This design comes from an exercise in tuning for small area, a short achievable clock period and few clock cycles per item on the open sky130 flow, not from production work. Where RTL was checked, it was by simulation tests only, not by an equivalence proof against the original. Power is estimated from default activity; no workload was simulated.

Setup of red:
==> flow/design.v (excerpt) <==
module chord_mixer (
    input  wire        clk,
    input  wire        rst,
    input  wire        in_valid,
    output wire        in_ready,
    input  wire [1:0]  in_n,
    input  wire [31:0] in_s0,
    input  wire [31:0] in_s1,
    input  wire [31:0] in_s2,
    output wire        out_valid,
    input  wire        out_ready,
    output wire [31:0] out_data
);
    reg         v0, v1, v2, v3, v4, v5;      
    reg         t0, t1, t2, t3, t4, t5;      
    reg  [1:0]  n0, n1, n2, n3, n4;
    reg  [30:0] x0, x1, x2;          
    reg  [60:0] f1;                  
    reg  [30:0] y1;
    reg  [30:0] s01;                 
    reg  [30:0] y2;
    reg  [60:0] f3;                  
    reg  [30:0] sum;                 
    reg  [30:0] pre;                 
    reg         rup;
    reg         ov, ovn;             
    reg  [30:0] od;
    reg         sv, st;              
    reg  [30:0] sd;
    reg         hd;                  
    reg         rdy;                 
    wire [7:0]  E0, E1, E2, E3;
    wire [13:0] o1, o2;
    wire [60:0] f1_d;
    wire [58:0] f1s;
    wire [30:0] s01_d;
    wire        up1;
    mix_fadd_e  u_e0 (.e(x0[30:23]), .E(E0));
    mix_fadd_e  u_e1 (.e(x1[30:23]), .E(E1));
    mix_fadd_o  u_o1 (.Ea(E0), .Eb(E1), .o(o1));
    mix_fadd_a3 u_a1 (.a(x0), .b(x1), .o(o1), .g(f1_d));
    mix_fadd_s  u_s1 (.g(f1), .f(f1s));
    mix_fadd_b  u_b1 (.f(f1s), .y(s01_d), .up(up1));
    wire [60:0] f3_d;
    wire [58:0] f3s;
    wire [30:0] sum_d;
    wire        up2;
    mix_fadd_e  u_e2 (.e(s01[30:23]), .E(E2));
  ...
For scale: about 3600 cells after synthesis, roughly 140 I/O pins, ~25000 µm² of cells after synthesis.
Settings: LEC_CHECK=0, ABC_AREA=1, CAP_MARGIN=20, CORE_MARGIN=2, CORE_UTILIZATION=40, SLEW_MARGIN=20; clock period 14.0 ns.
standard.sh (not shown) runs the stock make flow with config.mk's settings and CLKGATE_MAP_FILE= SYNTH_SCRIPT=/design/flow/synth_recipe.tcl, a recipe that flattens the netlist after the stock synthesis.
==> flow/flow/run.sh <==
#!/bin/bash
# Own layout flow: the standard synthesis and layout, with the timing
# repair after placement, clock tree synthesis and global routing aiming for
# more setup slack than the flow settings allow. The clock period and all
# constraints stay those of constraint.sdc. Each step's output goes to a log
# of its own in the work folder (ORFS also keeps its per-step logs under orfs/).
set -euo pipefail
MARGIN=${MARGIN:-9.7}
bash standard.sh synth > synth.log 2>&1
bash standard.sh finish SETUP_SLACK_MARGIN=$MARGIN > layout.log 2>&1
red: PASS, flow complete, no timing, DRC or antenna violations
Testbench counts of red, summed over its fixed seeds: cycles 16,056, items 16,000.
Relative to red, the following input files were edited for blue:
-- flow/flow/run.sh --
<<< red, line 7
set -euo pipefail
MARGIN=${MARGIN:-9.7}
bash standard.sh synth > synth.log 2>&1
>>> blue, line 7
set -euo pipefail
MARGIN=${MARGIN:-9.5}
bash standard.sh synth > synth.log 2>&1
Results
blue went all the way through synthesis, placement and routing and the layout is clean on timing, DRC and antenna.
The run showing the greater overall track demand over capacity in global routing is red.
Max post-synthesis to final-layout area growth across blue and red: red
Compared with red, blue shows fraction of area in registers higher by 0.15 points.
Compared with red, in blue final core utilization -0.22 points; critical path arrival +0.07 ns.
diff inputs: blue => green
==> flow/flow/run.sh <==
#!/bin/bash
# Own layout flow: the standard synthesis and layout, with two changes:
#  - the timing repair after placement, clock tree synthesis and global
#    routing aims for more setup slack than the flow settings allow;
#  - every input and output port still gets a buffer, but a plain buffer
#    (buf_2) rather than the delay cell buffer_ports picks by default.
# The clock period and all constraints stay those of constraint.sdc. Each
# step's output goes to a log of its own in the work folder (ORFS also keeps
# its per-step logs under orfs/).
set -euo pipefail
MARGIN=${MARGIN:-9.8}
PORTBUF=${PORTBUF:-sky130_fd_sc_hd__buf_2}
bash standard.sh synth > synth.log 2>&1
bash standard.sh finish SETUP_SLACK_MARGIN=$MARGIN \
    "BUFFER_PORTS_ARGS=-inputs -outputs -buffer_cell $PORTBUF" > layout.log 2>&1
==> summary.txt <==
Between blue and green, the post-route antenna net violation count figures differ only marginally. | final worst clock skew | green vs blue | ≈ equal |. green and blue ended up with nearly the same maximum level of the CTS H-tree. Going from blue to green, fraction of layout cells with a size suffix above 1 grows by 4.3 points. Clock transition at the register clock pins on the worst setup and hold paths after CTS: blue vs green, no meaningful difference. Re minimum clock period after layout: blue was higher than green. Actual slew at the worst max-slew pin (green over blue): increase, 0.023 ns. Cell-internal power: green vs blue, no meaningful difference. Area growth from synthesis to layout on green is down relative to blue. Wire length delta (green -> blue): insignificant. Re utilization after layout: blue was higher than green.


Setup of run 1:
The RTL this note starts from:
==> flow/design.v <==
module mix_fadd (
    input  wire [30:0] a,
    input  wire [30:0] b,
    output wire [30:0] y
);
    wire [7:0]  ea = a[30:23];
    wire [7:0]  eb = b[30:23];
    wire        inf_in = (&ea) | (&eb);
    wire        na = |ea;
    wire        nb = |eb;
    wire [7:0]  Ea = {ea[7:1], ea[0] | ~na};
    wire [7:0]  Eb = {eb[7:1], eb[0] | ~nb};
    wire [8:0]  dab = {1'b0, Ea} - {1'b0, Eb};
    wire [7:0]  dba = Eb - Ea;
    wire        a_hi = ~dab[8];
    wire [7:0]  d    = a_hi ? dab[7:0] : dba;
    wire [7:0]  e_hi = a_hi ? Ea : Eb;
    wire [23:0] m_hi = a_hi ? {na, a[22:0]} : {nb, b[22:0]};
    wire [23:0] m_lo = a_hi ? {nb, b[22:0]} : {na, a[22:0]};
    wire        big = |d[7:5];
    wire [25:0] l0 = {m_lo, 2'b00};
    wire [25:0] l1 = d[0] ? {1'b0,  l0[25:2],  l0[1]   | l0[0]}      : l0;
    wire [25:0] l2 = d[1] ? {2'b0,  l1[25:3],  |l1[2:0]}             : l1;
    wire [25:0] l3 = d[2] ? {4'b0,  l2[25:5],  |l2[4:0]}             : l2;
    wire [25:0] l4 = d[3] ? {8'b0,  l3[25:9],  |l3[8:0]}             : l3;
    wire [25:0] l5 = d[4] ? {16'b0, l4[25:17], |l4[16:0]}            : l4;
    wire [25:0] al = big ? {25'd0, |m_lo} : l5;
    wire [24:0] sum = {1'b0, m_hi} + {1'b0, al[25:2]};
    wire        c  = sum[24];
    wire [23:0] m  = c ? sum[24:1] : sum[23:0];
    wire        g  = c ? sum[0] : al[1];
    wire        s  = c ? (al[1] | al[0]) : al[0];
    wire        ov = c & (&e_hi[7:1]);           
    wire [7:0]  field = c ? e_hi + 8'd1 : (m[23] ? e_hi : 8'd0);
    wire        rup   = g & (s | m[0]);
    wire [30:0] rounded = {field, m[22:0]} + {30'd0, rup};
    assign y = (inf_in | ov) ? 31'h7F800000 : rounded;
endmodule
module mix_fdiv (
    input  wire [30:0] x,
    input  wire [1:0]  n,
    output wire [30:0] y
);
    wire [7:0]  ex = x[30:23];
    wire        nx = |ex;
    wire        e1 = (ex[7:1] == 7'd0);         
    wire [23:0] M  = {nx, x[22:0]};
    wire [30:0] h_pre = e1 ? {8'd0, M[23:1]} : {ex - 8'd1, x[22:0]};
    wire        h_rup = e1 & M[0] & M[1];
    wire [1:0]  r;
    wire [22:0] q;
    mix_div3 u_d3 (.m(M), .q(q), .r(r));
    wire        f24 = r[1];             
    wire        f23 = r[0];             
    wire        f22 = r[1];
    wire        nz  = r[1] | r[0];
    wire        top = q[22];            
    wire [8:0]  f0  = {1'b0, ex} - {7'd0, ~top, top};
    wire        normal = ~f0[8] & (|f0[7:0]) & nx;
    wire [22:0] n_man = top ? {q[21:0], f24} : {q[20:0], f24, f23};
    wire        n_g   = top ? f23 : f22;
    wire [22:0] s_man = e1 ? q : {q[21:0], f24};
    wire        s_g   = e1 ? f24 : f23;
    wire [30:0] t_pre = normal ? {f0[7:0], n_man} : {8'd0, s_man};
    wire        t_g   = normal ? n_g : s_g;
    wire        t_rup = t_g & (nz | t_pre[0]);
    wire        pass = n[0] & ~n[1] | (&ex);
    wire [30:0] pre  = pass ? x : (n[1] & ~n[0]) ? h_pre : t_pre;
    wire        rup  = ~pass & ((n[1] & ~n[0]) ? h_rup : t_rup);
    assign y = pre + {30'd0, rup};
endmodule
module mix_div3 (
    input  wire [23:0] m,
    output wire [22:0] q,
    output wire [1:0]  r
);
    wire [1:0] rem [0:12];
    assign rem[12] = 2'd0;
    genvar t;
    generate for (t = 11; t >= 0; t = t - 1) begin : g
        wire [3:0] v = {rem[t+1], m[2*t+1:2*t]};
        reg  [1:0] qd, rd;
        always @(*) begin
            case (v)
                4'd0:  begin qd = 2'd0; rd = 2'd0; end
                4'd1:  begin qd = 2'd0; rd = 2'd1; end
                4'd2:  begin qd = 2'd0; rd = 2'd2; end
                4'd3:  begin qd = 2'd1; rd = 2'd0; end
                4'd4:  begin qd = 2'd1; rd = 2'd1; end
                4'd5:  begin qd = 2'd1; rd = 2'd2; end
                4'd6:  begin qd = 2'd2; rd = 2'd0; end
                4'd7:  begin qd = 2'd2; rd = 2'd1; end
                4'd8:  begin qd = 2'd2; rd = 2'd2; end
                4'd9:  begin qd = 2'd3; rd = 2'd0; end
                4'd10: begin qd = 2'd3; rd = 2'd1; end
                default: begin qd = 2'd3; rd = 2'd2; end
            endcase
        end
        assign rem[t] = rd;
        if (t == 11) begin : gtop
            assign q[22] = qd[0];
        end else begin : glow
            assign q[2*t+1:2*t] = qd;
        end
    end endgenerate
    assign r = rem[0];
endmodule
module chord_mixer (
    input  wire        clk,
    input  wire        rst,
    input  wire        in_valid,
    output wire        in_ready,
    input  wire [1:0]  in_n,
    input  wire [31:0] in_s0,
    input  wire [31:0] in_s1,
    input  wire [31:0] in_s2,
    output wire        out_valid,
    input  wire        out_ready,
    output wire [31:0] out_data
);
    reg         full;        
    reg         more;        
    reg  [1:0]  n;
    reg  [30:0] acc;
    reg  [30:0] s2;
    wire        take = in_valid & in_ready;
    wire [30:0] a = more ? acc : in_s0[30:0];
    wire [30:0] b = more ? s2  : (in_n[1] ? in_s1[30:0] : 31'd0);
    wire [30:0] sum;
    wire [30:0] quo;
    mix_fadd u_add (.a(a), .b(b), .y(sum));
    mix_fdiv u_div (.x(acc), .n(n), .y(quo));
    always @(posedge clk) begin
        s2 <= in_s2[30:0];
        if (take | more)
            acc <= sum;
        if (take)
            n <= in_n;
        if (rst) begin
            full <= 1'b0;
            more <= 1'b0;
        end else begin
            more <= take & (in_n == 2'd3);
            if (take)
                full <= (in_n != 2'd3);
            else if (more)
                full <= 1'b1;
            else if (out_ready)
                full <= 1'b0;
        end
    end
    assign in_ready  = ~more & (~full | out_ready);
    assign out_valid = full;
    assign out_data  = {1'b0, quo};
endmodule
clock: 14.0 ns
lec_check: 0
abc_area: 0
abc_clock_period_in_ps: 8000
cap_margin: 20
core_margin: 2
core_utilization: 40
setup_slack_margin: 5
slew_margin: 20
run.sh (not shown) runs the stock make flow with config.mk's settings and CLKGATE_MAP_FILE= SYNTH_SCRIPT=/design/flow/synth_recipe.tcl, a recipe that flattens the netlist after the stock synthesis.
Stock flow here: none of the scripts above is used.
Run 1: full flow OK, the timing, design-rule and antenna checks passed
Edits applied to the flow inputs when going from run 1 to run 2:
Settings: changing ABC_AREA from 0 to 1; removing ABC_CLOCK_PERIOD_IN_PS (formerly 8000).
==> summary.txt <==
Diff run 1 -> run 2: register-to-register slack went up; via count went up; final worst-path cycle share went down.
The endpoint of the most critical setup path comes out acc[24] in one run and acc[14] in the other, namely in run 2 and run 1 respectively.
No run of this note included a check of the RTL's function; only the layout flow was run.

==> separate check: timing with driven ports <==
The results above use ideal ports. As a check the final layouts listed here were re-extracted and re-timed, cells and wires unchanged. Step 1: set_driving_cell puts a clkbuf_16 on clk and a buf_2 on each other input, an assumption about the parent block. Step 2 moves the port delays by t, midway between the first and last clock arrival at a register: inputs arrive t later, outputs are due t later. That takes back most of the time a late clock gives input paths. a / b / c = no drivers / after step 1 / after step 2; a / b = the first two.
run	t, ns	slack for setup (ns)	pins driven straight from the clock port
red	0.658	9.721 / 9.653 / 9.588	1
blue	0.657	9.649 / 9.582 / 9.578	1
green	0.655	10.038 / 9.965 / 9.770	1
run 1	0.389	2.177 / 2.172 / 1.783	1
run 2	0.407	3.104 / 3.117 / 2.709	1
After both steps every run listed still meets setup and hold. For run 2, which loses most, drivers alone change the setup slack by +0.013 ns; drivers and shift together by -0.395 ns.
